Source: an optimization exercise on an open RTL-to-GDS flow (aim: small area, a short achievable clock period and few clock cycles per item). Production flows keep margins and buffers that such runs may drop.
Only simulation tests tie the RTL to the original design; equivalence was not proved.

==> flow/design.v (outline; a module is shown in full before it is edited, if it fits) <==
// module phaser_lfo: 101 lines
// module pc_mac: 3222 lines
// module pc_mul2218: 2146 lines
// module pc_sq17: 697 lines
// module phaser_core: 314 lines
module phaser_core (
    input  wire        clk,
    input  wire        rst,
    input  wire        cfg_we,
    input  wire [2:0]  cfg_addr,
    input  wire [15:0] cfg_data,
    input  wire        s_valid,
    output wire        s_ready,
    input  wire        s_ch,
    input  wire [15:0] s_x,
    output reg         o_valid,
    output reg  [15:0] o_y
);
  // ...
==> flow/run.sh <==
#!/bin/bash
# synth_recipe.tcl (not shown) runs the flow's synth.tcl, then flattens the netlist and writes it again
# the make line also repeats each setting of config.mk as NAME=value (left out here)
make -C /OpenROAD-flow-scripts/flow DESIGN_CONFIG=/design/flow/config.mk WORK_HOME=/design/flow/orfs CLKGATE_MAP_FILE= SYNTH_SCRIPT=/design/flow/synth_recipe.tcl finish
==> flow/config.mk <==
export PLATFORM = sky130hd
export DESIGN_NAME = phaser_core
export DESIGN_NICKNAME = phaser_core
export VERILOG_FILES = /design/flow/design.v
export SDC_FILE = /design/flow/constraint.sdc
export NUM_CORES = 4
export LEC_CHECK = 0
export CAP_MARGIN = 20
export CORE_MARGIN = 2
export CORE_UTILIZATION = 40
export PLACE_DENSITY = 0.6
export SLEW_MARGIN = 20
==> flow/constraint.sdc <==
create_clock -name core_clock -period 25.0 [get_ports {clk}]
set_input_delay 5.0000 -clock core_clock [delete_from_list [all_inputs] [get_ports {clk}]]
set_output_delay 5.0000 -clock core_clock [all_outputs]
set_load 0.01 [all_outputs]
==> run summary, run 1 <==
Setup path:
- The launching instance or port of the critical path is au[1].
- The endpoint of the worst-slack reg-to-reg timing path is au[6].
- The critical path crosses 45 cells after its start point.
- STA puts the critical path data required time at 25530 ps.
- The sort of element at the end of the critical path is a register.
- The startpoint kind of the worst setup timing path is a register.

Cells and area:
- The register with the most flip-flops in the layout has 28 of them.
- The storage element area is 28900 um2.
- The most frequent standard cell in the layout excluding fill and tap cells is sky130_fd_sc_hd__inv_1.

Die:
- For this floorplan the total number of well-tap instances is 3743.
- The core region is 282000 um2.
- After floorplanning, the core was divided into 195 placement rows.

Synth:
- The most common cell in the synthesized netlist is sky130_fd_sc_hd__inv_1.
- The count of state elements after synthesis is 1062.
- The net count after synthesis is 14500.
- The share of the synthesized area in compound gates (AO/OA/AOI/OAI) is 14.8%.

Timing:
- The minimum setup slack in the final design is 10980 ps.
- Dividing the final minimum period by the clock period gives 56.1%.

Detailed routing:
- The DRC violation count after routing is 0.
- The number of vias per cell after detailed routing is 5.84.
- After the first detailed-routing iteration, the DRC count stood at 11200.
- In the final routed layout, each cell accounts on average for 26.1 um.
- The post-detailed-route count of antenna-violating nets is 0.

Clocking:
- CTS placed an instance of sky130_fd_sc_hd__clkbuf_16 at the clock tree root.

Status:
- The run finished with no timing, DRC or antenna violations.

Hold path:
- The cell count of the worst hold path is 0.

Placed design:
- After detailed placement, the total cell area comes to 119000 um2.
Testbench counts, summed over its fixed seeds: cycles 14,648, items 1,600.
==> module phaser_core, before the edit <==
module phaser_core (
    input  wire        clk,
    input  wire        rst,
    input  wire        cfg_we,
    input  wire [2:0]  cfg_addr,
    input  wire [15:0] cfg_data,
    input  wire        s_valid,
    output wire        s_ready,
    input  wire        s_ch,
    input  wire [15:0] s_x,
    output reg         o_valid,
    output reg  [15:0] o_y
);
    localparam signed [21:0] MIX = 22'sd741343;
    localparam signed [17:0] TH0 = 18'sd6863;
    function signed [23:0] add24;
        input signed [23:0] a;
        input signed [23:0] b;
        reg signed [24:0] s;
        begin
            s = {a[23], a} + {b[23], b};
            if (s[24] != s[23]) add24 = s[24] ? 24'sh800000 : 24'sh7fffff;
            else                add24 = s[23:0];
        end
    endfunction
    function signed [23:0] sub24;
        input signed [23:0] a;
        input signed [23:0] b;
        reg signed [24:0] s;
        begin
            s = {a[23], a} - {b[23], b};
            if (s[24] != s[23]) sub24 = s[24] ? 24'sh800000 : 24'sh7fffff;
            else                sub24 = s[23:0];
        end
    endfunction
    function [38:0] dstep;           
        input [20:0] r;
        input [17:0] l;
        input [20:0] d;
        reg   [21:0] r2;
        reg   [22:0] df;
        begin
            r2 = {r, l[17]};
            df = {1'b0, r2} - {2'b00, d};
            if (!df[22]) dstep = {df[20:0], l[16:0], 1'b1};
            else         dstep = {r2[20:0], l[16:0], 1'b0};
        end
    endfunction
    function [41:0] astep;           
        input [20:0] r;
        input [20:0] l;
        input [20:0] d;
        reg   [21:0] r2;
        reg   [22:0] df;
        begin
            r2 = {r, l[20]};
            df = {1'b0, r2} - {2'b00, d};
            if (!df[22]) astep = {df[20:0], l[19:0], 1'b1};
            else         astep = {r2[20:0], l[19:0], 1'b0};
        end
    endfunction
    function signed [21:0] dco;
        input [17:0] c;
        begin
            dco = {4'b1100, c};
        end
    endfunction
    reg [15:0] p_inc;
    reg [15:0] p_depth;
    reg [15:0] p_inten;
    reg [1:0]  p_wave;
    reg        p_quad;
    reg        p_fbsw;
    reg [15:0]        phase0, phase1;
    reg signed [23:0] st00, st01, st10, st11, st20, st21, st30, st31;   
    reg [8:0]  oh;                    
    reg        rdy;
    reg        v0, v1, v2, vb;        
    reg        ch0, ch1, ch2, chb;
    reg [15:0] x0, x1, x2, xb;
    reg [15:0] pq;                    
    assign s_ready = rdy;
    wire accept = s_valid & rdy;
    reg signed [17:0] br;             
    reg [20:0]        fac_r;
    reg [39:0]        fpr;            
    reg [16:0]        th3r;           
    reg [12:0]        th2r;
    reg [20:0] dr0, dr1, dr2, dr3;    
    reg [17:0] dl0, dl1, dl2, dl3;    
    reg [16:0] dt0, dt1, dt2, dt3;    
    reg [17:0]        cf0, cf1, cf2, cf3;
    reg signed [21:0] g2, g3;
    reg [20:0]        ar, al, ad;     
    reg [17:0]        cb0, cb1, cb2, cb3;
    reg signed [23:0] au, acc2, yy;      
    reg signed [23:0] mx;
    reg [3:0]         ssel1;          
    reg [1:0]         ssel2;          
    wire signed [21:0] k22 = {1'b0, p_inten, 5'b00000};
    wire [15:0] lfo_q = p_quad ? (pq + 16'h4000) : pq;
    wire signed [17:0] lfo_b;
    phaser_lfo u_lfo (
        .phase (lfo_q),
        .wave  (p_wave),
        .b     (lfo_b)
    );
    wire frest = ~(oh[0] | oh[1] | oh[3]);
    wire [16:0] th_m = ({17{oh[5]}} & th3r) | ({17{oh[6]}} & {1'b0, th3r[16:1]}) |
                       ({17{oh[7]}} & {2'b0, th3r[16:2]}) |
                       ({17{~(oh[5] | oh[6] | oh[7])}} & {3'b0, th3r[16:3]});
    wire [16:0] th_s = ({17{oh[6]}} & th3r) | ({17{oh[7]}} & {1'b0, th3r[16:1]}) |
                       ({17{oh[8]}} & {2'b0, th3r[16:2]}) |
                       ({17{~(oh[6] | oh[7] | oh[8])}} & {3'b0, th3r[16:3]});
    wire signed [21:0] m_v = fpr[31:10];
    wire [20:0] fac = 21'd1048576 + {m_v[21], m_v[20:1]};
    wire signed [21:0] fa = ({22{oh[1]}} & {6'd0, p_depth}) | ({22{oh[0]}} & MIX) |
                            ({22{oh[3]}} & {1'b0, fac_r}) | ({22{frest}} & {5'd0, th_m});
    wire signed [17:0] fb = ({18{oh[1]}} & br) | ({18{oh[0]}} & {{2{xb[15]}}, xb}) |
                            ({18{oh[3]}} & TH0) | ({18{frest}} & {5'd0, th2r});
    wire [39:0] fp;
    pc_mul2218 u_fmul (.a(fa), .b(fb), .p(fp));
    wire [16:0] sq_a = ({17{oh[4]}} & fpr[33:17]) | ({17{oh[5]}} & {1'b0, th3r[16:1]}) |
                       ({17{oh[6]}} & {2'b0, th3r[16:2]}) |
                       ({17{~(oh[4] | oh[5] | oh[6])}} & {3'b0, th3r[16:3]});
    wire [33:0] sq_p;
    pc_sq17 u_sq (.a(sq_a), .p(sq_p));
    wire [8:0]  th3v = fpr[28:20];
    wire [8:0]  th3m = (th3v == 9'd0) ? 9'd0 : th3v - 9'd1;
    wire [16:0] th3x = th3m * 8'd171;
    wire [7:0]  tt   = th3x[16:9];
    wire [16:0] t_v  = th_s + {9'd0, tt};
    wire [16:0] t_m1 = th_s + {9'd0, tt} - 17'd1;
    wire [20:0] d_r0 = {1'b0, t_v, 3'b100};
    wire [17:0] d_l0 = {1'b0, t_m1};
    wire signed [23:0] s0c = chb ? st01 : st00;
    wire signed [23:0] s1c = chb ? st11 : st10;
    wire signed [23:0] s2c = chb ? st21 : st20;
    wire signed [23:0] s3c = chb ? st31 : st30;
    wire signed [21:0] m1a = ({22{oh[7]}} & g3) | ({22{oh[8] | oh[6]}} & dco(cb3)) |
                             ({22{oh[0]}} & k22) | ({22{oh[1]}} & {1'b0, al}) |
                             ({22{oh[2] | oh[3]}} & dco(cb0)) | ({22{oh[4]}} & dco(cb1)) |
                             ({22{oh[5]}} & dco(cb2));
    wire signed [23:0] m1b = ({24{ssel1[0]}} & st00) | ({24{ssel1[1]}} & st01) |
                             ({24{ssel1[2]}} & st20) | ({24{ssel1[3]}} & st21) |
                             ({24{oh[0] | oh[1] | oh[2]}} & au) |
                             ({24{oh[3] | oh[4] | oh[5] | oh[6]}} & ~yy);
    wire signed [21:0] m2a = ({22{oh[7]}} & g2) | ({22{oh[8]}} & dco(cf2)) |
                             ({22{oh[0]}} & dco(cf1)) | ({22{oh[1]}} & dco(cf0)) |
                             ({22{oh[2]}} & k22) | ({22{oh[3]}} & dco(cb1)) |
                             ({22{oh[4]}} & dco(cb2)) | ({22{oh[5]}} & dco(cb3)) |
                             ({22{oh[6]}} & MIX);
    wire signed [23:0] m2b = ({24{ssel2[0]}} & st10) | ({24{ssel2[1]}} & st11) |
                             ({24{oh[8]}} & {{2{1'b1}}, dco(cf3)}) |
                             ({24{oh[0]}} & {{2{g2[21]}}, g2}) | ({24{oh[1]}} & {{2{g3[21]}}, g3}) |
                             ({24{oh[2]}} & acc2) |
                             ({24{oh[3] | oh[4] | oh[5] | oh[6]}} & yy);
    wire signed [23:0] xw  = {{3{xb[15]}}, xb, 5'b00000};
    wire signed [23:0] s12 = add24(au, acc2);
    wire signed [23:0] m1x = ({24{oh[8]}} & s12) | ({24{oh[0]}} & xw) | ({24{oh[2]}} & s0c) |
                             ({24{oh[3] | oh[4] | oh[5] | oh[6]}} & au);
    wire signed [23:0] m2x = ({24{oh[2]}} & 24'sd1048576) | ({24{oh[3]}} & s1c) |
                             ({24{oh[4]}} & s2c) | ({24{oh[5]}} & s3c) | ({24{oh[6]}} & mx);
    wire        m1n = oh[3] | oh[4] | oh[5] | oh[6];
    wire [46:0] m1r0, m1r1, m2r0, m2r1;
    pc_mac u_m1 (.a(m1a), .b(m1b), .x({m1x[23], m1x}), .n(m1n), .r0(m1r0), .r1(m1r1));
    pc_mac u_m2 (.a(m2a), .b(m2b), .x({m2x[23], m2x}), .n(1'b0), .r0(m2r0), .r1(m2r1));
    wire [46:0] m1sum = m1r0 + m1r1;
    wire [46:0] m2sum = m2r0 + m2r1;
    wire signed [24:0] m1e = m1sum[44:20];
    wire signed [24:0] m2e = m2sum[44:20];
    wire signed [23:0] m1r = (m1e[24] != m1e[23]) ? (m1e[24] ? 24'sh800000 : 24'sh7fffff) : m1e[23:0];
    wire signed [23:0] m2r = (m2e[24] != m2e[23]) ? (m2e[24] ? 24'sh800000 : 24'sh7fffff) : m2e[23:0];
    wire [46:0] s3w  = {{3{s3c[23]}}, s3c, 20'd0};
    wire [46:0] c3s  = m1r0 ^ m1r1 ^ s3w;
    wire [46:0] c3c  = (m1r0 & m1r1) | (m1r0 & s3w) | (m1r1 & s3w);
    wire [46:0] sn_s = c3s + {c3c[45:0], 1'b0};
    wire signed [25:0] sn_e2 = sn_s[45:20];
    wire signed [23:0] sn_hi = add24(24'sh7fffff, s3c);
    wire signed [23:0] sn_lo = add24(24'sh800000, s3c);
    wire signed [23:0] sn_ex = (sn_e2 > 26'sd8388607)  ? 24'sh7fffff :
                               (sn_e2 < -26'sd8388608) ? 24'sh800000 : sn_e2[23:0];
    wire signed [23:0] sn_b  = (m1e[24:23] == 2'b01) ? sn_hi :
                               (m1e[24:23] == 2'b10) ? sn_lo : sn_ex;
    wire signed [23:0] out_w   = m2r;
    wire signed [18:0] out_s   = out_w[23:5];
    wire [15:0]        out_sat = (out_s > 19'sd32767)  ? 16'h7fff :
                                 (out_s < -19'sd32768) ? 16'h8000 : out_s[15:0];
    wire [20:0] a_den = m2r[20:0];
    wire [20:0] dd3 = {4'b1000, dt3};
    wire [20:0] dd2 = {4'b1000, dt2};
    wire [20:0] dd1 = {4'b1000, dt1};
    wire [20:0] dd0 = {4'b1000, dt0};
    wire [38:0] d3s1 = dstep(dr3, dl3, dd3);
    wire [38:0] d3s2 = dstep(d3s1[38:18], d3s1[17:0], dd3);
    wire [38:0] d2s1 = dstep(dr2, dl2, dd2);
    wire [38:0] d2s2 = dstep(d2s1[38:18], d2s1[17:0], dd2);
    wire [38:0] d1s1 = dstep(dr1, dl1, dd1);
    wire [38:0] d1s2 = dstep(d1s1[38:18], d1s1[17:0], dd1);
    wire [38:0] d0s1 = dstep(dr0, dl0, dd0);
    wire [38:0] d0s2 = dstep(d0s1[38:18], d0s1[17:0], dd0);
    wire [41:0] as1 = astep(ar, al, ad);
    wire [41:0] as2 = astep(as1[41:21], as1[20:0], ad);
    wire [41:0] as3 = astep(as2[41:21], as2[20:0], ad);
    wire [8:0] oh_n   = {oh[7:0], oh[8]};
    wire       chb_n  = oh[6] ? ch2 : chb;
    always @(posedge clk) begin
        if (rst) begin
            oh       <= 9'd1;
            rdy      <= 1'b0;
            v0       <= 1'b0;
            v1       <= 1'b0;
            v2       <= 1'b0;
            vb       <= 1'b0;
            o_valid  <= 1'b0;
            o_y      <= 16'd0;
            p_inc    <= 16'd0;
            p_depth  <= 16'd0;
            p_inten  <= 16'd0;
            p_wave   <= 2'd0;
            p_quad   <= 1'b0;
            p_fbsw   <= 1'b0;
            phase0   <= 16'd0;
            phase1   <= 16'd0;
            st00 <= 24'sd0; st01 <= 24'sd0; st10 <= 24'sd0; st11 <= 24'sd0;
            st20 <= 24'sd0; st21 <= 24'sd0; st30 <= 24'sd0; st31 <= 24'sd0;
        end else begin
            oh  <= oh_n;
            rdy <= oh[7];
            if (cfg_we) begin
                case (cfg_addr)
                    3'd0: p_inc   <= cfg_data;
                    3'd1: p_depth <= (cfg_data > 16'h8000) ? 16'h8000 : cfg_data;
                    3'd2: p_inten <= (cfg_data > 16'h8000) ? 16'h8000 : cfg_data;
                    3'd3: begin
                        p_wave <= cfg_data[1:0];
                        p_quad <= cfg_data[2];
                        p_fbsw <= cfg_data[3];
                    end
                    default: ;
                endcase
            end
            if (oh[8]) begin
                v0  <= accept;
                v1  <= v0;
                v2  <= v1;
                ch0 <= s_ch;
                ch1 <= ch0;
                ch2 <= ch1;
                x0  <= s_x;
                x1  <= x0;
                x2  <= x1;
                if (accept) begin
                    if (s_ch) begin
                        phase1 <= phase1 + p_inc;
                        pq     <= phase1 + p_inc;
                    end else begin
                        phase0 <= phase0 + p_inc;
                        pq     <= phase0 + p_inc;
                    end
                end
            end
            if (oh[6]) begin
                vb  <= v2;
                chb <= ch2;
                xb  <= x2;
                cb0 <= cf0;
                cb1 <= cf1;
                cb2 <= cf2;
                cb3 <= cf3;
            end
            ssel1 <= {oh_n[8] & chb_n, oh_n[8] & ~chb_n, oh_n[7] & chb_n, oh_n[7] & ~chb_n};
            ssel2 <= {oh_n[7] & chb_n, oh_n[7] & ~chb_n};
            fpr  <= fp;
            th2r <= sq_p[32:20];
            if (oh[0]) br    <= lfo_b;
            if (oh[2]) fac_r <= fac;
            if (oh[4]) th3r  <= fpr[33:17];
            if (oh[1]) mx    <= fpr[38:15];
            if (oh[6]) begin dr3 <= d_r0; dl3 <= d_l0; dt3 <= t_v; cf3 <= d3s2[17:0]; end
            else       begin dr3 <= d3s2[38:18]; dl3 <= d3s2[17:0]; end
            if (oh[7]) begin dr2 <= d_r0; dl2 <= d_l0; dt2 <= t_v; cf2 <= d2s2[17:0]; end
            else       begin dr2 <= d2s2[38:18]; dl2 <= d2s2[17:0]; end
            if (oh[8]) begin dr1 <= d_r0; dl1 <= d_l0; dt1 <= t_v; cf1 <= d1s2[17:0]; end
            else       begin dr1 <= d1s2[38:18]; dl1 <= d1s2[17:0]; end
            if (oh[0]) begin dr0 <= d_r0; dl0 <= d_l0; dt0 <= t_v; cf0 <= d0s2[17:0]; end
            else       begin dr0 <= d0s2[38:18]; dl0 <= d0s2[17:0]; end
            if (oh[8]) g2 <= m2r[21:0];
            if (oh[0]) g3 <= m2r[21:0];
            if (oh[2]) begin
                ar <= 21'd524288;
                al <= 21'd0;
                ad <= a_den;
            end else if (~oh[1]) begin
                ar <= as3[41:21];
                al <= as3[20:0];
            end
            if (oh[7] | oh[1]) acc2 <= m2r;       
            if (oh[7] | oh[0] | oh[1]) au <= m1r;
            if (oh[8]) au <= p_fbsw ? s12 : sn_b;
            if (oh[3] | oh[4] | oh[5]) au <= yy;
            if (oh[2]) yy  <= m1r;
            if (oh[3] | oh[4] | oh[5]) yy <= m2r;
            if (vb) begin
                if (oh[3]) begin if (chb) st01 <= m1r; else st00 <= m1r; end
                if (oh[4]) begin if (chb) st11 <= m1r; else st10 <= m1r; end
                if (oh[5]) begin if (chb) st21 <= m1r; else st20 <= m1r; end
                if (oh[6]) begin if (chb) st31 <= m1r; else st30 <= m1r; end
            end
            o_valid <= oh[6] & vb;
            if (oh[6]) o_y <= out_sat;
        end
    end
endmodule
==> inputs of run 2 (changes only) <==
--- a/flow/design.v
+++ b/flow/design.v
@@ -6248,6 +6248,5 @@
     assign s_ready = rdy;
     wire accept = s_valid & rdy;
-    reg signed [17:0] br;             
-    reg [20:0]        fac_r;
+    reg [20:0]        fr;             
     reg [39:0]        fpr;            
     reg [16:0]        th3r;           
@@ -6260,5 +6259,5 @@
     reg [20:0]        ar, al, ad;     
     reg [17:0]        cb0, cb1, cb2, cb3;
-    reg signed [23:0] au, acc2, yy;      
+    reg signed [23:0] au, yy;          
     reg signed [23:0] mx;
     reg [3:0]         ssel1;          
@@ -6282,6 +6281,6 @@
     wire [20:0] fac = 21'd1048576 + {m_v[21], m_v[20:1]};
     wire signed [21:0] fa = ({22{oh[1]}} & {6'd0, p_depth}) | ({22{oh[0]}} & MIX) |
-                            ({22{oh[3]}} & {1'b0, fac_r}) | ({22{frest}} & {5'd0, th_m});
-    wire signed [17:0] fb = ({18{oh[1]}} & br) | ({18{oh[0]}} & {{2{xb[15]}}, xb}) |
+                            ({22{oh[3]}} & {1'b0, fr}) | ({22{frest}} & {5'd0, th_m});
+    wire signed [17:0] fb = ({18{oh[1]}} & fr[17:0]) | ({18{oh[0]}} & {{2{xb[15]}}, xb}) |
                             ({18{oh[3]}} & TH0) | ({18{frest}} & {5'd0, th2r});
     wire [39:0] fp;
@@ -6320,8 +6319,8 @@
                              ({24{oh[8]}} & {{2{1'b1}}, dco(cf3)}) |
                              ({24{oh[0]}} & {{2{g2[21]}}, g2}) | ({24{oh[1]}} & {{2{g3[21]}}, g3}) |
-                             ({24{oh[2]}} & acc2) |
+                             ({24{oh[2]}} & yy) |
                              ({24{oh[3] | oh[4] | oh[5] | oh[6]}} & yy);
     wire signed [23:0] xw  = {{3{xb[15]}}, xb, 5'b00000};
-    wire signed [23:0] s12 = add24(au, acc2);
+    wire signed [23:0] s12 = add24(au, yy);
     wire signed [23:0] m1x = ({24{oh[8]}} & s12) | ({24{oh[0]}} & xw) | ({24{oh[2]}} & s0c) |
                              ({24{oh[3] | oh[4] | oh[5] | oh[6]}} & au);
@@ -6440,6 +6439,6 @@
             fpr  <= fp;
             th2r <= sq_p[32:20];
-            if (oh[0]) br    <= lfo_b;
-            if (oh[2]) fac_r <= fac;
+            if (oh[0]) fr    <= {{3{lfo_b[17]}}, lfo_b};
+            if (oh[2]) fr    <= fac;
             if (oh[4]) th3r  <= fpr[33:17];
             if (oh[1]) mx    <= fpr[38:15];
@@ -6462,10 +6461,9 @@
                 al <= as3[20:0];
             end
-            if (oh[7] | oh[1]) acc2 <= m2r;       
             if (oh[7] | oh[0] | oh[1]) au <= m1r;
             if (oh[8]) au <= p_fbsw ? s12 : sn_b;
             if (oh[3] | oh[4] | oh[5]) au <= yy;
             if (oh[2]) yy  <= m1r;
-            if (oh[3] | oh[4] | oh[5]) yy <= m2r;
+            if (oh[7] | oh[1] | oh[3] | oh[4] | oh[5]) yy <= m2r;
             if (vb) begin
                 if (oh[3]) begin if (chb) st01 <= m1r; else st00 <= m1r; end
--- a/flow/config.mk
+++ b/flow/config.mk
@@ -8,5 +8,6 @@
 export CAP_MARGIN = 20
 export CORE_MARGIN = 2
-export CORE_UTILIZATION = 40
-export PLACE_DENSITY = 0.6
+export CORE_UTILIZATION = 55
+export CTS_BUF_LIST = sky130_fd_sc_hd__clkbuf_8
+export PLACE_DENSITY = 0.7
 export SLEW_MARGIN = 20
==> run 2 against run 1 <==
Net effect: still clean; global-route usage is 13 points higher; worst setup slack better by 420 ps; synthesized cell count increased by 0.60%; cell count fell by 5.9%; critical path type unchanged.
==> run summary, run 2 <==
Detailed routing:
- The total vias in the final route is 97500.
- The post-detailed-route count of antenna-violating nets was 0 (unchanged).
- The number of vias per cell after detailed routing was 6.42 (+10%).
- The detailed-route wire length per cell is 29.1 um (+11%).
- The first detailed-routing pass ran for 10 iterations.
- The DRC violation count after routing is 0 (unchanged).
- The number of DRC markers in iteration 0 came to 12300 (+10%).
- The post-detailed-routing wire length is 441 mm.

Die:
- The overall die area is 208000 um2.
- The top-level port count is 58.
- The floorplan step set the die width to 456 um.
- The core region area came to 203000 um2 (-28%).
- The initial core utilization is 55.5%.
- The total number of placement rows is 165 (-15%).
- The die is 456 um tall.

Timing:
- The smallest clock period supported by the final layout is computed as 13600 ps.
- Setup repair after global routing left no endpoint under its margin.
- The part of the cycle the worst path needs is 54.4% (-1.7 points).
- Setup violations remaining at the end of the flow were counted as 0.
- The maximum achievable frequency is 73.5 MHz.
- Hold is met by 406 ps.
- At the pin with the least slew margin, the transition time is 1220 ps.
- Between clock sinks in the finished design, the worst skew comes to 75.3 ps.
- The count of final hold-check violations came to 0.
- After routing, the total negative slack on setup checks comes to 0 ps.
- The count of final max-slew check failures is 0.
- The relative slew slack is 17.8%.

Cells and area:
- The filler cells instantiated in the layout total 17900.
- The library cells used most frequently in the layout, excluding fill and tap cells, are sky130_fd_sc_hd__inv_1, sky130_fd_sc_hd__nand2_1, sky130_fd_sc_hd__nor2_1, sky130_fd_sc_hd__fa_1, sky130_fd_sc_hd__edfxtp_1.
- Compared with the post-synthesis result, the final layout area differs by 6.60%.
- The count of nets after finishing is 14400.
- The share of post-route cells with drive strength above 1 is 6.15%.
- The flip-flop count of the largest register after layout is 28 (unchanged).
- The multi-input combinational cells in the finished layout cover a total of 75800 um2.
- Leaving out fill and tap cells, the most frequent cell in the layout is sky130_fd_sc_hd__inv_1.
- The register with the highest flop count is fpr.
- The storage element area is 27600 um2 (-4.4%).

Setup path:
- The data arrival at the endpoint of the critical path is 14350 ps.
- The startpoint kind of the worst setup timing path is a register.
- The launching instance or port of the critical path is yy[1].
- The setup check on the worst reg-to-reg path leaves a slack of 11400 ps.
- The highest net fanout along the worst path is 26.
- In this run the critical register-to-register path is captured at au[3].
- The critical path's most frequent cell is sky130_fd_sc_hd__fa_1.
- The worst setup path is of the reg2reg kind.
- The worst reg-to-reg path cell count is 43.
- The sort of element at the end of the critical path is a register.
- The worst path required time is 25740 ps (+210 ps).
- In this run the critical register-to-register path is launched from yy[1].
- For this design, the slowest cell found on the critical path is sky130_fd_sc_hd__a21oi_1.
- The highest cell delay on the worst timing path is 910 ps.
- The most critical setup path has its endpoint at au[3].

Clocking:
- Counting the buffers created by CTS gives 180.
- Gates resized during post-CTS repair numbered 0.
- The clock transition at the registers of the reported paths is 60 ps.
- The root buffer cell is sky130_fd_sc_hd__clkbuf_8.
- The longest clock path from root to sink contains 3 buffers.
- Buffers inserted to repair hold after CTS numbered 0.
- The post-CTS setup buffer count is 0.
- The clock tree from TritonCTS is yes.
- In this run the number of H-tree levels came out at 4.
- Clock tree synthesis found a total of 1020 sinks.
- The clock latency of the later-clocked register in the worst-skew pair is 970 ps.

Synth:
- The library cell with the largest summed area after synthesis is sky130_fd_sc_hd__fa_1.
- The count of unique library cells instantiated by Yosys is 119.
- In the synthesized netlist the dominant register cell turns out to be sky130_fd_sc_hd__edfxtp_1.
- Yosys instantiated no cell more often than sky130_fd_sc_hd__inv_1.
- Sequential elements use 24.5% of the synthesized area.
- The xor/xnor share of the synthesized area is 3.27%.
- Yosys printed 2 warnings.
- The post-synthesis area per instance is 8.98 um2.
- Measured against the total synthesized area, the mux share comes to 2.04%.
- The net count after synthesis is 14600 (+0.50%).
- The count of state elements after synthesis was 1020 (-4.0%).
- The synthesized area is 112000 um2.
- After synthesis, the cell types taking the most area are sky130_fd_sc_hd__fa_1, sky130_fd_sc_hd__edfxtp_1, sky130_fd_sc_hd__ha_1, sky130_fd_sc_hd__inv_1, sky130_fd_sc_hd__dfxtp_1.
- The post-synthesis adder-cell area fraction is 32.0%.
- Synthesis produced a netlist whose cell count is 12500.
- By count the netlist is led by sky130_fd_sc_hd__inv_1, sky130_fd_sc_hd__nand2_1, sky130_fd_sc_hd__nor2_1.
- Summed over its instances, the top area cell type makes up 25.0% of the synthesized netlist area.
- The share of synthesized cell area in and, or, nand and nor gates is 14.7%.
- The share of the synthesized area in compound gates (AO/OA/AOI/OAI) is 15.1% (+0.29 points).
- In this run, synthesis inferred 714 flip-flops with an integrated enable.
- Counting flops with an async set or reset pin after synthesis yields a share of 0%.
- After synthesis, the largest family of logic cells by area is adder cells.

Placed design:
- The count of buffers added on input and output ports is 57.
- The final weighted congestion of routability-driven global placement is 1.03.
- The HPWL after detailed placement is 336 mm.

Global routing:
- The first-pass GRT wire length is 646 mm.
- The number of global-route vias before repair is 98100.
- Global routing used 42.1% of the available tracks.
- The maximum number of pins on one net before global-route repair is 107.
- The number of antenna violations at the first check in global routing was 34.
- The total overflow left after global routing is 0.

Hold path:
- The type of the tightest min-delay check is reg2reg.

Status:
- The flow ran to the end and the layout has no timing, DRC or antenna violations.

Flow run:
- Max-cap violations in this run came to 0.
## run 2: cell count changes in the layout (fill, tap and decap cells not counted), sizes merged, moves of 32 or more
cell and delta:
a21oi +111, inv +73, a22oi -58, buf -57, nand2 +54, edfxtp -42, o21a +32
## run 2: cell families after synthesis
group / after synthesis
and+or+nand+nor: 3866
AOI/OAI and AO/OA: 2488
buffers and inverters: 2469
adders and majority gates: 2029
DFF: 1020
xor gates and xnor gates: 417
muxes: 217
## run 2: worst max-delay path, delay by kind of cell, from the launching register on
family,cells,cell delay [ps]
AO/OA/AOI/OAI,17,5070
adder cells (fa/ha/maj),10,4530
buffers and inverters,9,1300
AND/OR/NAND/NOR,5,1120
flip-flops,1,610
multiplexers,1,430
XOR/XNOR,1,230
## run 2: per-layer routing
metal  GRT usage (%)  part of all wire [%]  vias to the layer above
li1                -                     -                    41400
met1            51.0                    36                    48300
met2            64.9                    44                     6188
met3            11.1                    11                     1639
met4            30.9                   9.1                       16
met5               0                 0.025                        -
## run 2: per-stage QoR
stage               utilization [%]  cell area (um2)  cells  worst slack, ps
floorplan                         -           112000  12500            13320
global placement               57.2           116000  14800            11680
detailed placement             57.2           116000  14800            11630
CTS                            59.1           120000  15200            11630
global route                   59.1           120000  15200            10910
finish                         59.1           120000  15200            11400
## run 2: worst min-delay path by stage
| stage | startpoint | endpoint | slack, ps | cells past startpoint |
|---|---|---|---|---|
| 6_report | x2[12] | xb[12] | 410 | 0 |
| 5_1_grt | x2[12] | xb[12] | 410 | 0 |
| 4_1_cts | x2[12] | xb[12] | 410 | 0 |
| 3_5_place_dp | x2[14] | xb[14] | 410 | 0 |
| 3_3_place_gp | x0[14] | x1[14] | 400 | 0 |
| 2_1_floorplan | ch0 | ch1 | 400 | 0 |
## run 2: cell type report
| class | instances | share of cell area (%) |
|---|---|---|
| timing repair buffer | 305 | 2.06 |
| clock buffer | 194 | 2.23 |
| multi-input combinational | 9017 | 63.3 |
| antenna | 21 | 0.0439 |
| inverter | 1809 | 5.68 |
| sequential | 1020 | 23.0 |
| tap | 2672 | 2.79 |
| clock inverter | 140 | 0.833 |
Testbench counts of run 2, summed over its fixed seeds: cycles 14,648, items 1,600.
==> inputs of run 3 (changes only) <==
==> flow/flow/run.sh (new file) <==
#!/bin/bash
# The standard layout, with ORFS's timing repair asked to leave 15 ns of setup
# slack at the design's 25 ns clock, so that it sizes the datapath for speed.
# The clock, the constraints and every other setting are the standard flow's own.
set -euo pipefail
bash standard.sh SETUP_SLACK_MARGIN=15 finish > standard_flow.log 2>&1
==> flow/standard.sh (new file) <==
#!/bin/bash
# synth_recipe.tcl (not shown) runs the flow's synth.tcl, then flattens the netlist and writes it again
# the make line also repeats each setting of config.mk as NAME=value (left out here)
make -C /OpenROAD-flow-scripts/flow DESIGN_CONFIG=/design/flow/config.mk WORK_HOME=/design/flow/orfs CLKGATE_MAP_FILE= SYNTH_SCRIPT=/design/flow/synth_recipe.tcl "${@:-finish}"
--- a/flow/config.mk
+++ b/flow/config.mk
@@ -8,6 +8,5 @@
 export CAP_MARGIN = 20
 export CORE_MARGIN = 2
-export CORE_UTILIZATION = 55
-export CTS_BUF_LIST = sky130_fd_sc_hd__clkbuf_8
-export PLACE_DENSITY = 0.7
+export CORE_UTILIZATION = 40
+export PLACE_DENSITY = 0.6
 export SLEW_MARGIN = 20
removed: flow/run.sh
==> run 3 against run 2 <==
Net effect: worst setup slack gained 2800 ps; cell count increased by 7.5%; first-iteration DRC count shrank 4.4%; synthesized area did not move; design area increased by 5.2%; sequential cell count stayed put; highest routed layer unchanged.
==> run summary, run 3 <==
Detailed routing:
- The number of vias per cell after detailed routing is 5.86 (-8.7%).
- The post-detailed-route count of antenna-violating nets came to 0 (unchanged).
- The detailed-route wire length per cell is 26.2 um (-9.9%).
- The post-detailed-routing wire length was 427 mm (-3.2%).
- The DRC violation count after routing came to 0 (unchanged).
- The number of DRC markers in iteration 0 is 11800 (-4.4%).
- The number of detailed-route iterations in the first pass is 8 (-2).
- The total vias in the final route was 95600 (-1.9%).

Die:
- The total number of placement rows is 194 (+18%).
- The overall die area is 285000 um2 (+37%).
- The core region area is 279000 um2 (+38%).
- The top-level port count is 58 (unchanged).
- The die span in y is 534 um (+17%).
- The initial core utilization came to 40.2% (-15 points).
- The chip width is 534 um (+17%).

Synth:
- The post-synthesis area per instance was 8.98 um2 (unchanged).
- The largest family of logic cells by synthesized area is adder cells.
- The synthesized area is 112000 um2 (unchanged).
- The count of unique library cells instantiated by Yosys came to 119 (unchanged).
- The post-synthesis async set-or-reset flop share is 0% (unchanged).
- The number of flops mapped to enable cells by yosys came to 714 (unchanged).
- The net count after synthesis is 14600 (unchanged).
- The share of synthesized cell area in and, or, nand and nor gates came to 14.7% (unchanged).
- In the synthesized netlist, the cells that appear most often are sky130_fd_sc_hd__inv_1, sky130_fd_sc_hd__nand2_1, sky130_fd_sc_hd__nor2_1.
- The most frequently used cell type in the post-synthesis netlist is sky130_fd_sc_hd__inv_1.
- The xor/xnor share of the synthesized area is 3.27% (unchanged).
- The sequential element share of the synthesized area is 24.5% (unchanged).
- Sorting the synthesized cells by area gives the leading types as sky130_fd_sc_hd__fa_1, sky130_fd_sc_hd__edfxtp_1, sky130_fd_sc_hd__ha_1, sky130_fd_sc_hd__inv_1, sky130_fd_sc_hd__dfxtp_1.
- The total number of yosys warnings is 2 (unchanged).
- Summed over all instances, the cell type with the most area after synthesis is sky130_fd_sc_hd__fa_1.
- The count of state elements after synthesis is 1020 (unchanged).
- For this run, the leading register cell type out of synthesis is sky130_fd_sc_hd__edfxtp_1.
- The post-synthesis adder-cell area fraction is 32.0% (unchanged).
- The synthesized instance count is 12500 (unchanged).
- The area share of the largest cell type after synthesis is 25.0% (unchanged).
- The share of the synthesized area in compound gates (AO/OA/AOI/OAI) is 15.1% (unchanged).
- The multiplexer share of the synthesized area came to 2.04% (unchanged).

Setup path:
- The sum of buffers and inverters on the critical path is 22 (+13).
- The slowest cell on the critical path is sky130_fd_sc_hd__fa_1.
- The highest cell delay on the worst timing path is 560 ps (-350 ps).
- Among cell families on the critical path, the largest total delay comes from adder cells.
- The worst reg-to-reg path cell count is 49 (+14%).
- The startpoint identified for the worst register-to-register timing path is yy[19].
- The worst-case register-to-register setup slack is 14190 ps (+2790 ps).
- The critical path's most frequent cell is sky130_fd_sc_hd__buf_6.
- The worst setup path is of the reg2reg kind.
- The worst register-to-register path ends at au[21].
- The startpoint kind of the worst setup timing path is a register.
- The highest net fanout along the worst path was 6 (-77%).
- The sort of element at the end of the critical path is a register.
- The data arrival at the endpoint of the critical path came to 11440 ps (-2910 ps).
- The worst path required time is 25630 ps (-110 ps).

Global routing:
- The number of antenna violations at the first check in global routing was 25 (-26%).
- The residual overflow from global routing is 0 (unchanged).
- The maximum number of pins on one net before global-route repair came to 150 (+40%).
- The first-pass GRT wire length is 625 mm (-3.2%).
- The number of global-route vias before repair is 94400 (-3.8%).
- The total routing usage reported by global routing is 29.4% (-13 points).

Timing:
- The number of setup violations in the final report is 0 (unchanged).
- The part of the cycle the worst path needs is 43.2% (-11 points).
- The minimum setup slack in the final design is 14190 ps (+2790 ps).
- The shortest clock period the worst path allows after layout is 10810 ps (-2790 ps).
- The count of final max-slew check failures came to 0 (unchanged).
- The sum of negative setup slack is 0 ps (unchanged).
- The relative slew slack is 14.8% (-3.0 points).
- The final hold slack came to 310 ps (-96.4 ps).
- The count of final hold-check violations came to 0 (unchanged).
- The measured slew at the worst slew-check pin is 1280 ps (+53.4 ps).
- The worst-case clock skew is 140 ps (+65.1 ps).
- Setup repair after global routing could not meet its margin everywhere.
- The maximum achievable frequency came to 92.5 MHz (+26%).

Clocking:
- The number of buffers created by CTS is 114 (-37%).
- The clock sink count is 1020 (unchanged).
- The cell sitting at the root of the clock tree is a sky130_fd_sc_hd__clkbuf_16.
- The H-tree level count was 3 (-1).
- The count of hold-fix buffers inserted at cts came to 0 (unchanged).
- The clock latency of the later-clocked register in the worst-skew pair was 810 ps (-160 ps).
- TritonCTS built the clock tree.
- The maximum buffer depth of the clock tree is 3 (unchanged).
- The clock transition at the registers of the reported paths is 80 ps (+20 ps).

Cells and area:
- The share of the core filled with cells is 45.1% (-14 points).
- The flip-flop count of the largest register after layout is 28 (unchanged).
- The final instance count without filler cells was 16300 (+7.5%).
- The fill cell total of the finished layout is 27000 (+51%).
- The count of nets after finishing came to 14500 (+0.99%).
- The share of post-route cells with drive strength above 1 is 10.4% (+4.2 points).
- The library cells used most frequently in the layout, excluding fill and tap cells, are sky130_fd_sc_hd__inv_1, sky130_fd_sc_hd__nand2_1, sky130_fd_sc_hd__nor2_1, sky130_fd_sc_hd__fa_1, sky130_fd_sc_hd__edfxtp_1.
- Ranked by flip-flop count, first place goes to fpr.
- Compared with the post-synthesis result, the final layout area differs by 12.2%.
- The library cell used most frequently in the layout, excluding fill and tap cells, is sky130_fd_sc_hd__inv_1.

Placed design:
- The HPWL after detailed placement is 319 mm (-5.0%).
- The final weighted congestion of routability-driven global placement was 1.03 (-0.17%).
- The placement-stage worst setup slack is 12470 ps (+844 ps).
- The count of input and output buffers is 57 (unchanged).
- The cell count after placement came to 15900 (+7.2%).

Hold path:
- The launch instance of the worst min-delay path is fpr[36].
- The cell count of the worst hold path is 0 (unchanged).
- The worst min-delay path endpoint is mx[21].
- The type of the tightest min-delay check is reg2reg.

Flow run:
- The max-capacitance violation count is 0 (unchanged).

Status:
- The flow ran to the end and the layout has no timing, DRC or antenna violations.
## run 3: layer usage
metal / share of wire, % / wire length (um) / global-route usage [%] / up-vias
met5: 0.028 / 118 / 0 / -
met4: 7.8 / 33400 / 18.4 / 12
met3: 11 / 46000 / 7.33 / 1322
met2: 43 / 184000 / 44.8 / 5325
met1: 38 / 163000 / 37.4 / 47300
li1: - / - / - / 41700
## run 3: logic make-up after synthesis
| logic type | after synthesis |
|---|---|
| compound gates | 2488 |
| xor+xnor | 417 |
| fa+ha+maj | 2029 |
| buf+inv | 2469 |
| flops | 1020 |
| mux | 217 |
| simple gates | 3866 |
## run 3: how the worst max path moves through the flow
stage	start	to	slack, ps	depth (start not counted)
2_1_floorplan	yy[0]	au[9]	14880	44
3_3_place_gp	oh[4]	au[3]	12640	32
3_5_place_dp	oh[4]	au[22]	12470	31
4_1_cts	yy[1]	au[21]	14380	46
5_1_grt	yy[1]	au[21]	13970	46
6_report	yy[19]	au[21]	14190	49
## run 3: layout make-up
cell class	instances	area [um2]	area share, %
antenna	9	22.5	0.0179
timing repair inverter	2	20.0	0.0159
clock buffer	139	3040	2.41
multi-input combinational	9020	78200	62.1
sequential	1020	27600	21.9
timing repair buffer	508	4820	3.83
inverter	1809	6850	5.43
tap	3724	4660	3.70
clock inverter	78	747	0.593
## run 3: worst reg2reg max path: cells and delay by family (launching register included)
kind	cells	cell delay, ps
AO/OA/AOI/OAI	11	2450
flip-flops	1	540
multiplexers	1	340
adder cells (fa/ha/maj)	9	4030
AND/OR/NAND/NOR	6	1020
buffers and inverters	22	2260
## run 3: per-stage QoR
stage                     area [um2]
final                         126000
after global routing          126000
after CTS                     124000
after detailed placement      118000
after global placement        117000
after floorplan               112000
## run 3: timing repair
action,in CTS,in global routing
endpoints found under the setup margin,341,335
pin swaps,89,80
cloned,9,6
resized for setup,327,293
setup buffers,120,59
==> inputs of run 4 (changes only) <==
--- a/flow/design.v
+++ b/flow/design.v
@@ -6303,5 +6303,5 @@
     wire signed [23:0] s2c = chb ? st21 : st20;
     wire signed [23:0] s3c = chb ? st31 : st30;
-    wire signed [21:0] m1a = ({22{oh[7]}} & g3) | ({22{oh[8] | oh[6]}} & dco(cb3)) |
+    wire signed [21:0] m1a = ({22{oh[7]}} & g3) | ({22{(oh[8] & ~p_fbsw) | oh[6]}} & dco(cb3)) |
                              ({22{oh[0]}} & k22) | ({22{oh[1]}} & {1'b0, al}) |
                              ({22{oh[2] | oh[3]}} & dco(cb0)) | ({22{oh[4]}} & dco(cb1)) |
@@ -6337,11 +6337,12 @@
     wire signed [23:0] m1r = (m1e[24] != m1e[23]) ? (m1e[24] ? 24'sh800000 : 24'sh7fffff) : m1e[23:0];
     wire signed [23:0] m2r = (m2e[24] != m2e[23]) ? (m2e[24] ? 24'sh800000 : 24'sh7fffff) : m2e[23:0];
-    wire [46:0] s3w  = {{3{s3c[23]}}, s3c, 20'd0};
+    wire signed [23:0] s3m = p_fbsw ? 24'sd0 : s3c;
+    wire [46:0] s3w  = {{3{s3m[23]}}, s3m, 20'd0};
     wire [46:0] c3s  = m1r0 ^ m1r1 ^ s3w;
     wire [46:0] c3c  = (m1r0 & m1r1) | (m1r0 & s3w) | (m1r1 & s3w);
     wire [46:0] sn_s = c3s + {c3c[45:0], 1'b0};
     wire signed [25:0] sn_e2 = sn_s[45:20];
-    wire signed [23:0] sn_hi = add24(24'sh7fffff, s3c);
-    wire signed [23:0] sn_lo = add24(24'sh800000, s3c);
+    wire signed [23:0] sn_hi = add24(24'sh7fffff, s3m);
+    wire signed [23:0] sn_lo = add24(24'sh800000, s3m);
     wire signed [23:0] sn_ex = (sn_e2 > 26'sd8388607)  ? 24'sh7fffff :
                                (sn_e2 < -26'sd8388608) ? 24'sh800000 : sn_e2[23:0];
@@ -6462,5 +6463,5 @@
             end
             if (oh[7] | oh[0] | oh[1]) au <= m1r;
-            if (oh[8]) au <= p_fbsw ? s12 : sn_b;
+            if (oh[8]) au <= sn_b;
             if (oh[3] | oh[4] | oh[5]) au <= yy;
             if (oh[2]) yy  <= m1r;
--- a/flow/config.mk
+++ b/flow/config.mk
@@ -8,5 +8,6 @@
 export CAP_MARGIN = 20
 export CORE_MARGIN = 2
-export CORE_UTILIZATION = 40
-export PLACE_DENSITY = 0.6
+export CORE_UTILIZATION = 55
+export CTS_BUF_LIST = sky130_fd_sc_hd__clkbuf_8
+export PLACE_DENSITY = 0.7
 export SLEW_MARGIN = 20
==> run 4 against run 3 <==
Net effect: still clean; clock-buffer cell count is 56 higher; die area is 26% lower; synthesized area is 1.2% higher; core utilization is 16 points higher; sequential cell count stayed put; synthesized cell count is 1.5% higher; non-clock buffer count is 15 lower; maximum frequency is 2.7% lower; highest routed layer unchanged.
==> run summary, run 4 <==
Die:
- The initial core utilization is 55.5% (+15 points).
- The core region area is 205000 um2 (-27%).
- The chip width is 459 um (-14%).
- The total number of placement rows is 166 (-14%).
- The overall die area came to 210000 um2 (-26%).
- The top-level port count was 58 (unchanged).
- The die span in y is 459 um (-14%).

Synth:
- The count of unique library cells instantiated by Yosys came to 122 (+2.5%).
- By area the synthesized netlist is led by sky130_fd_sc_hd__fa_1, sky130_fd_sc_hd__edfxtp_1, sky130_fd_sc_hd__ha_1, sky130_fd_sc_hd__inv_1, sky130_fd_sc_hd__dfxtp_1.
- The library cell with the largest summed area after synthesis is sky130_fd_sc_hd__fa_1.
- The post-synthesis async set-or-reset flop share was 0% (unchanged).
- Yosys instantiated no cell more often than sky130_fd_sc_hd__inv_1.
- Sorting the synthesized cells by how often they occur yields sky130_fd_sc_hd__inv_1, sky130_fd_sc_hd__nand2_1, sky130_fd_sc_hd__nor2_1.
- The total number of yosys warnings is 2 (unchanged).
- The post-synthesis area per instance is 8.96 um2 (-0.21%).
- The sequential element share of the synthesized area was 24.2% (-0.30 points).
- The number of flops mapped to enable cells by yosys is 714 (unchanged).
- The area share of the largest cell type after synthesis was 24.7% (-0.31 points).
- The count of state elements after synthesis came to 1020 (unchanged).
- The commonest register cell after synthesis is sky130_fd_sc_hd__edfxtp_1.
- The net count after synthesis is 14800 (+1.2%).
- The synthesized instance count came to 12700 (+1.5%).
- The synthesized area is 114000 um2 (+1.2%).

Cells and area:
- In the layout the commonest cells are sky130_fd_sc_hd__inv_1, sky130_fd_sc_hd__nand2_1, sky130_fd_sc_hd__nor2_1, sky130_fd_sc_hd__fa_1, sky130_fd_sc_hd__edfxtp_1.
- The register with the highest flop count is fpr.
- Relative to the synthesized area, the layout overhead comes to 10.4%.
- The flip-flop count of the largest register after layout is 28 (unchanged).
- The final design instance area without fill is 126000 um2 (-0.33%).
- The most frequent standard cell in the layout excluding fill and tap cells is sky130_fd_sc_hd__inv_1.
- The count of nets after finishing is 14800 (+1.5%).
- The share of post-route cells with drive strength above 1 was 10.5% (+0.092 points).

Placed design:
- The final weighted congestion of routability-driven global placement came to 1.05 (+2.3%).
- The placed cell area is 118000 um2 (+0.19%).
- The HPWL after detailed placement was 327 mm (+2.6%).
- The count of input and output buffers is 57 (unchanged).

Timing:
- The worst-case clock skew was 93.1 ps (-47.3 ps).
- The count of final hold-check violations is 0 (unchanged).
- The count of final max-slew check failures came to 0 (unchanged).
- The sum of negative setup slack is 0 ps (unchanged).
- The part of the cycle the worst path needs is 44.4% (+1.2 points).
- The relative slew slack was 12.9% (-1.9 points).
- The measured slew at the worst slew-check pin is 1310 ps (+28.5 ps).
- The maximum achievable frequency is 90.0 MHz (-2.7%).
- Setup repair after global routing could not meet its margin everywhere.
- The number of setup violations in the final report is 0 (unchanged).
- The shortest clock period the worst path allows after layout was 11110 ps (+298 ps).

Clocking:
- The clock sink count is 1020 (unchanged).
- TritonCTS built the clock tree.
- The maximum buffer depth of the clock tree is 3 (unchanged).
- The root buffer cell chosen for the clock tree is sky130_fd_sc_hd__clkbuf_8.
- The clock latency of the later-clocked register in the worst-skew pair is 1010 ps (+200 ps).
- The clock transition at the registers of the reported paths is 80 ps (about the same).
- The count of hold-fix buffers inserted at cts came to 0 (unchanged).
- The H-tree level count is 4 (+1).
- The number of buffers created by CTS is 179 (+57%).

Detailed routing:
- The number of DRC markers in iteration 0 is 12400 (+5.1%).
- The number of vias per cell after detailed routing is 6.42 (+9.5%).
- The total vias in the final route came to 99800 (+4.4%).
- The post-detailed-routing wire length is 437 mm (+2.3%).
- The DRC violation count after routing is 0 (unchanged).
- The number of detailed-route iterations in the first pass came to 10 (+2).
- The post-detailed-route count of antenna-violating nets is 0 (unchanged).
- The detailed-route wire length per cell is 28.1 um (+7.4%).

Setup path:
- The worst-case register-to-register setup slack is 13890 ps (-300 ps).
- The startpoint kind of the worst setup timing path is a register.
- The worst setup path is of the reg2reg kind.
- The highest cell delay on the worst timing path was 730 ps (+170 ps).
- The worst path required time is 25700 ps (+70 ps).
- The data arrival at the endpoint of the critical path came to 11810 ps (+370 ps).
- The critical path's most frequent cell is sky130_fd_sc_hd__fa_1.
- The worst setup path is captured at a register.
- The launch point of the worst reg-to-reg path is yy[0].
- Among all stages on the critical path, the largest delay is contributed by sky130_fd_sc_hd__a222oi_1.
- The worst reg-to-reg path cell count is 44 (-10%).
- The highest net fanout along the worst path is 6 (unchanged).
- The launching instance or port of the critical path is yy[0].

Global routing:
- The first-pass GRT wire length came to 645 mm (+3.2%).
- The residual overflow from global routing is 0 (unchanged).
- The maximum number of pins on one net before global-route repair came to 177 (+18%).
- The number of antenna violations at the first check in global routing is 19 (-24%).
- The number of global-route vias before repair is 100000 (+6.2%).
- The total routing usage reported by global routing is 41.3% (+12 points).

Flow run:
- The max-capacitance violation count is 0 (unchanged).

Status:
- The flow ran to the end and the layout has no timing, DRC or antenna violations.

Hold path:
- The startpoint identified for the worst hold timing path is x0[0].
- The cell count of the worst hold path is 0 (unchanged).
- The type of the tightest min-delay check is reg2reg.
==> run 4: cell types whose count changed after synthesis, moves of 28 or more <==
| cell | before | now |
|---|---|---|
| sky130_fd_sc_hd__a21oi_1 | 710 | 576 |
| sky130_fd_sc_hd__inv_1 | 1799 | 1891 |
| sky130_fd_sc_hd__o21ai_0 | 347 | 389 |
| sky130_fd_sc_hd__a211oi_1 | 220 | 253 |
| sky130_fd_sc_hd__clkbuf_1 | 525 | 557 |
| sky130_fd_sc_hd__and2_1 | 62 | 90 |
==> run 4: what timing repair did <==
item	4_1_cts	5_1_grt
buffers inserted	156	31
setup endpoints to repair	341	341
pin swaps	120	61
resized for setup	400	116
cloned	4	1
==> run 4: per-stage QoR <==
stage	hold WS, ps	utilization (%)	setup WS (ps)	instances
3_3_place_gp	401	57.4	12080	15000
5_1_grt	409	61.3	13620	15500
3_5_place_dp	405	57.4	11940	15000
4_1_cts	401	60.8	13920	15500
2_1_floorplan	400	-	14810	12700
6_report	404	61.3	13890	15500
==> run 4: cell type report <==
cell class | instances | area, um2
fill | 17600 | 79400
tap | 2688 | 3360
multi-input combinational | 9102 | 79100
clock buffer | 195 | 2680
timing repair buffer | 493 | 4620
clock inverter | 138 | 1090
inverter | 1899 | 7160
sequential | 1020 | 27600
antenna | 11 | 27.5
==> run 4: critical path: cells and delay by family, from the launching register on <==
kind,cells,cell delay [ps]
and+or+nand+nor,6,620
AOI/OAI and AO/OA,16,4240
xor gates and xnor gates,1,170
DFF,1,460
adders and majority gates,12,4370
buffers and inverters,8,680
muxes,1,320
==> run 4: cells by family after synthesis <==
| logic type | share of synthesized area (%) |
|---|---|
| xor+xnor | 3.20 |
| mux | 2.14 |
| fa+ha+maj | 31.8 |
| compound gates | 15.3 |
| simple gates | 14.8 |
| buf+inv | 8.56 |
| flops | 24.2 |
==> run 4: layer usage <==
metal / global-route usage, % / wire length, um
met1: 52.9 / 163000
met2: 60.8 / 185000
met3: 11.6 / 52300
met4: 28.1 / 36000
met5: 0 / 120
==> run 4: worst paths after layout <==
path                 end
hold / removal     x1[0]
setup / recovery  au[14]
hold reg to reg    x1[0]
setup reg to reg  au[14]
Testbench counts of run 4, summed over its fixed seeds: cycles 14,648, items 1,600.
==> inputs of run 5 (changes only) <==
--- a/flow/config.mk
+++ b/flow/config.mk
@@ -8,6 +8,6 @@
 export CAP_MARGIN = 20
 export CORE_MARGIN = 2
-export CORE_UTILIZATION = 55
+export CORE_UTILIZATION = 40
 export CTS_BUF_LIST = sky130_fd_sc_hd__clkbuf_8
-export PLACE_DENSITY = 0.7
+export PLACE_DENSITY = 0.6
 export SLEW_MARGIN = 20
==> run 5 against run 4 <==
Net effect: die area grew 37%; first-iteration DRC count shrank 7.5%; register-to-register slack gained 120 ps; clock skew shrank 13 ps; hold slack gained 3.6 ps; worst setup slack gained 120 ps; clock-buffer cell count grew 5.
==> run summary, run 5 <==
Die:
- The core region area was 283000 um2 (+38%).
- The die span in y is 537 um (+17%).
- The top-level port count is 58 (unchanged).
- The total number of placement rows was 195 (+17%).
- The chip width is 537 um (+17%).
- The initial core utilization is 40.3% (-15 points).
- The overall die area is 289000 um2 (+37%).

Timing:
- The worst-case clock skew is 80.1 ps (-12.9 ps).
- The number of setup violations in the final report came to 0 (unchanged).
- The sum of negative setup slack is 0 ps (unchanged).
- The shortest clock period the worst path allows after layout is 10990 ps (-121 ps).
- The minimum setup slack in the final design is 14010 ps (+121 ps).
- The part of the cycle the worst path needs is 43.9% (-0.49 points).
- The measured slew at the worst slew-check pin is 1230 ps (-71.9 ps).
- The relative slew slack is 17.7% (+4.8 points).
- The count of final hold-check violations is 0 (unchanged).
- The count of final max-slew check failures came to 0 (unchanged).
- Setup repair after global routing could not meet its margin everywhere.
- The maximum achievable frequency came to 91.0 MHz (+1.1%).

Setup path:
- The worst path required time is 25650 ps (-50 ps).
- The slowest cell on the critical path is sky130_fd_sc_hd__a222oi_1.
- The worst setup path is of the reg2reg kind.
- The worst reg-to-reg path cell count came to 43 (-2.3%).
- The data arrival at the endpoint of the critical path was 11640 ps (-170 ps).
- Among cell families on the critical path, the largest total delay comes from adder cells.
- The worst setup path is captured at a register.
- The sum of buffers and inverters on the critical path came to 9 (+1).
- The startpoint identified for the worst register-to-register timing path is yy[10].
- Tracing the worst setup path back leads to its startpoint at yy[10].
- The worst-case register-to-register setup slack is 14010 ps (+120 ps).
- The highest cell delay on the worst timing path was 660 ps (-70 ps).
- The endpoint identified for the worst register-to-register timing path is au[22].
- The startpoint kind of the worst setup timing path is a register.
- The highest net fanout along the worst path came to 6 (unchanged).

Placed design:
- The cell count after placement is 16000 (+6.9%).
- The placement-stage worst setup slack came to 12010 ps (+73.5 ps).
- The count of input and output buffers came to 57 (unchanged).
- The HPWL after detailed placement was 325 mm (-0.71%).
- The final weighted congestion of routability-driven global placement is 1.02 (-3.0%).

Detailed routing:
- The total length of routed met2 wires is 185 mm (-0.46%).
- The number of vias per cell after detailed routing is 5.87 (-8.5%).
- In this run the top signal layer used is met5.
- The DRC violation count after routing came to 0 (unchanged).
- The wire length on met1 is 167 mm (+2.3%).
- The detailed-route wire length per cell came to 26.0 um (-7.3%).
- The number of detailed-route iterations in the first pass came to 10 (unchanged).
- The sum of met3 wire segment lengths after detailed routing is 51.2 mm (-1.9%).
- The post-detailed-routing wire length came to 431 mm (-1.4%).
- The number of DRC markers in iteration 0 came to 11400 (-7.5%).
- The total vias in the final route is 97200 (-2.6%).
- The post-detailed-route count of antenna-violating nets came to 0 (unchanged).

Cells and area:
- Compared with the post-synthesis result, the final layout area differs by 11.2%.
- The library cell used most frequently in the layout, excluding fill and tap cells, is sky130_fd_sc_hd__inv_1.
- The count of nets after finishing is 14700 (-0.38%).
- The final instance count without filler cells was 16500 (+6.4%).
- The share of post-route cells with drive strength above 1 was 10.2% (-0.33 points).
- The top cell types in the final layout, fill and taps aside, are sky130_fd_sc_hd__inv_1, sky130_fd_sc_hd__nand2_1, sky130_fd_sc_hd__nor2_1, sky130_fd_sc_hd__fa_1, sky130_fd_sc_hd__edfxtp_1.
- The flip-flop count of the largest register after layout is 28 (unchanged).
- Counting flops per register, the top entry is fpr.

Clocking:
- The number of buffers created by CTS was 180 (+0.56%).
- The clock transition at the registers of the reported paths is 70 ps (about the same).
- The maximum buffer depth of the clock tree is 4 (+1).
- The clock sink count is 1020 (unchanged).
- The root buffer cell chosen for the clock tree is sky130_fd_sc_hd__clkbuf_8.
- The clock tree from TritonCTS is yes.
- The count of hold-fix buffers inserted at cts is 0 (unchanged).
- The clock latency of the later-clocked register in the worst-skew pair is 930 ps (-80 ps).
- The H-tree level count is 4 (unchanged).

Global routing:
- The residual overflow from global routing is 0 (unchanged).
- The first-pass GRT wire length was 633 mm (-1.8%).
- The number of antenna violations at the first check in global routing came to 19 (unchanged).
- The maximum number of pins on one net before global-route repair came to 134 (-24%).
- The total routing usage reported by global routing was 29.4% (-12 points).
- The number of global-route vias before repair was 95300 (-4.8%).

Hold path:
- The cell count of the worst hold path is 0 (unchanged).
- The worst min-delay path endpoint is x2[8].
- In this run the worst hold path is classified as reg2reg.
- The launch instance of the worst min-delay path is x1[8].

Synth:
- The post-synthesis area per instance came to 8.96 um2 (unchanged).
- The post-synthesis async set-or-reset flop share is 0% (unchanged).
- The net count after synthesis came to 14800 (unchanged).
- The commonest register cell after synthesis is sky130_fd_sc_hd__edfxtp_1.
- The number of flops mapped to enable cells by yosys was 714 (unchanged).
- The area share of the largest cell type after synthesis is 24.7% (unchanged).
- The count of unique library cells instantiated by Yosys came to 122 (unchanged).
- By count the netlist is led by sky130_fd_sc_hd__inv_1, sky130_fd_sc_hd__nand2_1, sky130_fd_sc_hd__nor2_1.
- The synthesized instance count is 12700 (unchanged).
- The synthesized design spends more area on one cell type than any other, namely sky130_fd_sc_hd__fa_1.
- In the post-synthesis netlist, the biggest area contributors are sky130_fd_sc_hd__fa_1, sky130_fd_sc_hd__edfxtp_1, sky130_fd_sc_hd__ha_1, sky130_fd_sc_hd__inv_1, sky130_fd_sc_hd__dfxtp_1.
- Among all cell types in the netlist, the one instantiated most often is sky130_fd_sc_hd__inv_1.
- The sequential element share of the synthesized area is 24.2% (unchanged).
- The synthesized area was 114000 um2 (unchanged).
- The total number of yosys warnings came to 2 (unchanged).
- The count of state elements after synthesis is 1020 (unchanged).

Flow run:
- The max-capacitance violation count is 0 (unchanged).

Status:
- The run finished with no timing, DRC or antenna violations.
run 5: cell counts after synthesis:
No cell type changed its count.
run 5: worst max-delay path by stage:
stage | end | depth (start not counted)
final | au[22] | 43
after floorplan | au[14] | 45
after global placement | au[14] | 38
after detailed placement | au[14] | 38
after CTS | au[14] | 44
after global routing | au[14] | 45
run 5: timing repair:
action                                  in CTS  in global routing
endpoints found under the setup margin     342                341
buffers inserted                           115                 33
gates resized for setup                    360                136
gates cloned                                 6                  4
pin swaps                                  106                 47
run 5: metrics by stage:
stage          hold slack (ps)  utilization [%]  area [um2]
5_1_grt                    416             44.7      126000
3_3_place_gp               400             42.1      119000
4_1_cts                    409             44.4      125000
3_5_place_dp               405             42.1      119000
2_1_floorplan              400                -      114000
6_report                   408             44.8      126000
run 5: layout make-up:
cell class / instances / area [um2]
antenna: 15 / 37.5
clock buffer: 200 / 2750
clock inverter: 124 / 908
fill: 27600 / 156000
inverter: 1899 / 7160
multi-input combinational: 9105 / 79100
sequential: 1020 / 27600
tap: 3743 / 4680
timing repair buffer: 433 / 4190
run 5: logic make-up (layout without fill, tap and decap cells):
logic type | Yosys count | count (layout) | synth area share (%)
muxes | 226 | 227 | 2.14
and+or+nand+nor | 3910 | 3913 | 14.8
DFF | 1020 | 1020 | 24.2
other | 0 | 15 | 0
buffers and inverters | 2569 | 2656 | 8.56
xor gates and xnor gates | 414 | 414 | 3.20
adders and majority gates | 2050 | 2050 | 31.8
AOI/OAI and AO/OA | 2499 | 2501 | 15.3
run 5: worst register-to-register path, delay by kind of cell (launching register included):
kind / cells / cell delay, ps
AOI/OAI and AO/OA: 17 / 4030
muxes: 1 / 310
buffers and inverters: 9 / 620
and+or+nand+nor: 4 / 400
DFF: 1 / 530
adders and majority gates: 11 / 4630
xor gates and xnor gates: 1 / 190
run 5: metal layers:
| layer | vias up | GRT usage [%] |
|---|---|---|
| met4 | 18 | 15.8 |
| met2 | 5578 | 44.3 |
| met1 | 47900 | 38.2 |
| met5 | - | 0 |
| met3 | 1267 | 8.37 |
| li1 | 42400 | - |

==> afterwards: timing with drivers on the ports <==
Ports are ideal in the flow. The routed layouts listed here were re-timed in OpenROAD.
Step 1: set_driving_cell puts a clkbuf_16 on clk and a buf_2 on each other input, an assumption about the parent block.
Step 2 times the ports against the registers' clock, not the clock port: input delays grow and output delays shrink by t, the midpoint of the rising clock arrivals with the driver on.
Slacks: ideal / step 1 / step 2; pairs: ideal / step 1.
run | t, ns | setup slack, ns | worst setup path after step 2 | slew at the worst register clock pin (ns) | worst slew at a driven data input, ns
run 1 | 0.894 | 10.976 / 10.976 / 10.976 | register to register | 0.08 / 0.08 | 0.08
run 2 | 1.034 | 11.396 / 11.396 / 11.396 | register to register | 0.08 / 0.08 | 0.08
run 3 | 0.831 | 14.190 / 14.190 / 14.190 | register to register | 0.08 / 0.08 | 0.07
run 4 | 1.043 | 13.892 / 13.892 / 13.892 | register to register | 0.08 / 0.08 | 0.06
run 5 | 0.964 | 14.013 / 14.013 / 14.013 | register to register | 0.08 / 0.08 | 0.11
After both steps setup and hold are still met in every run listed.
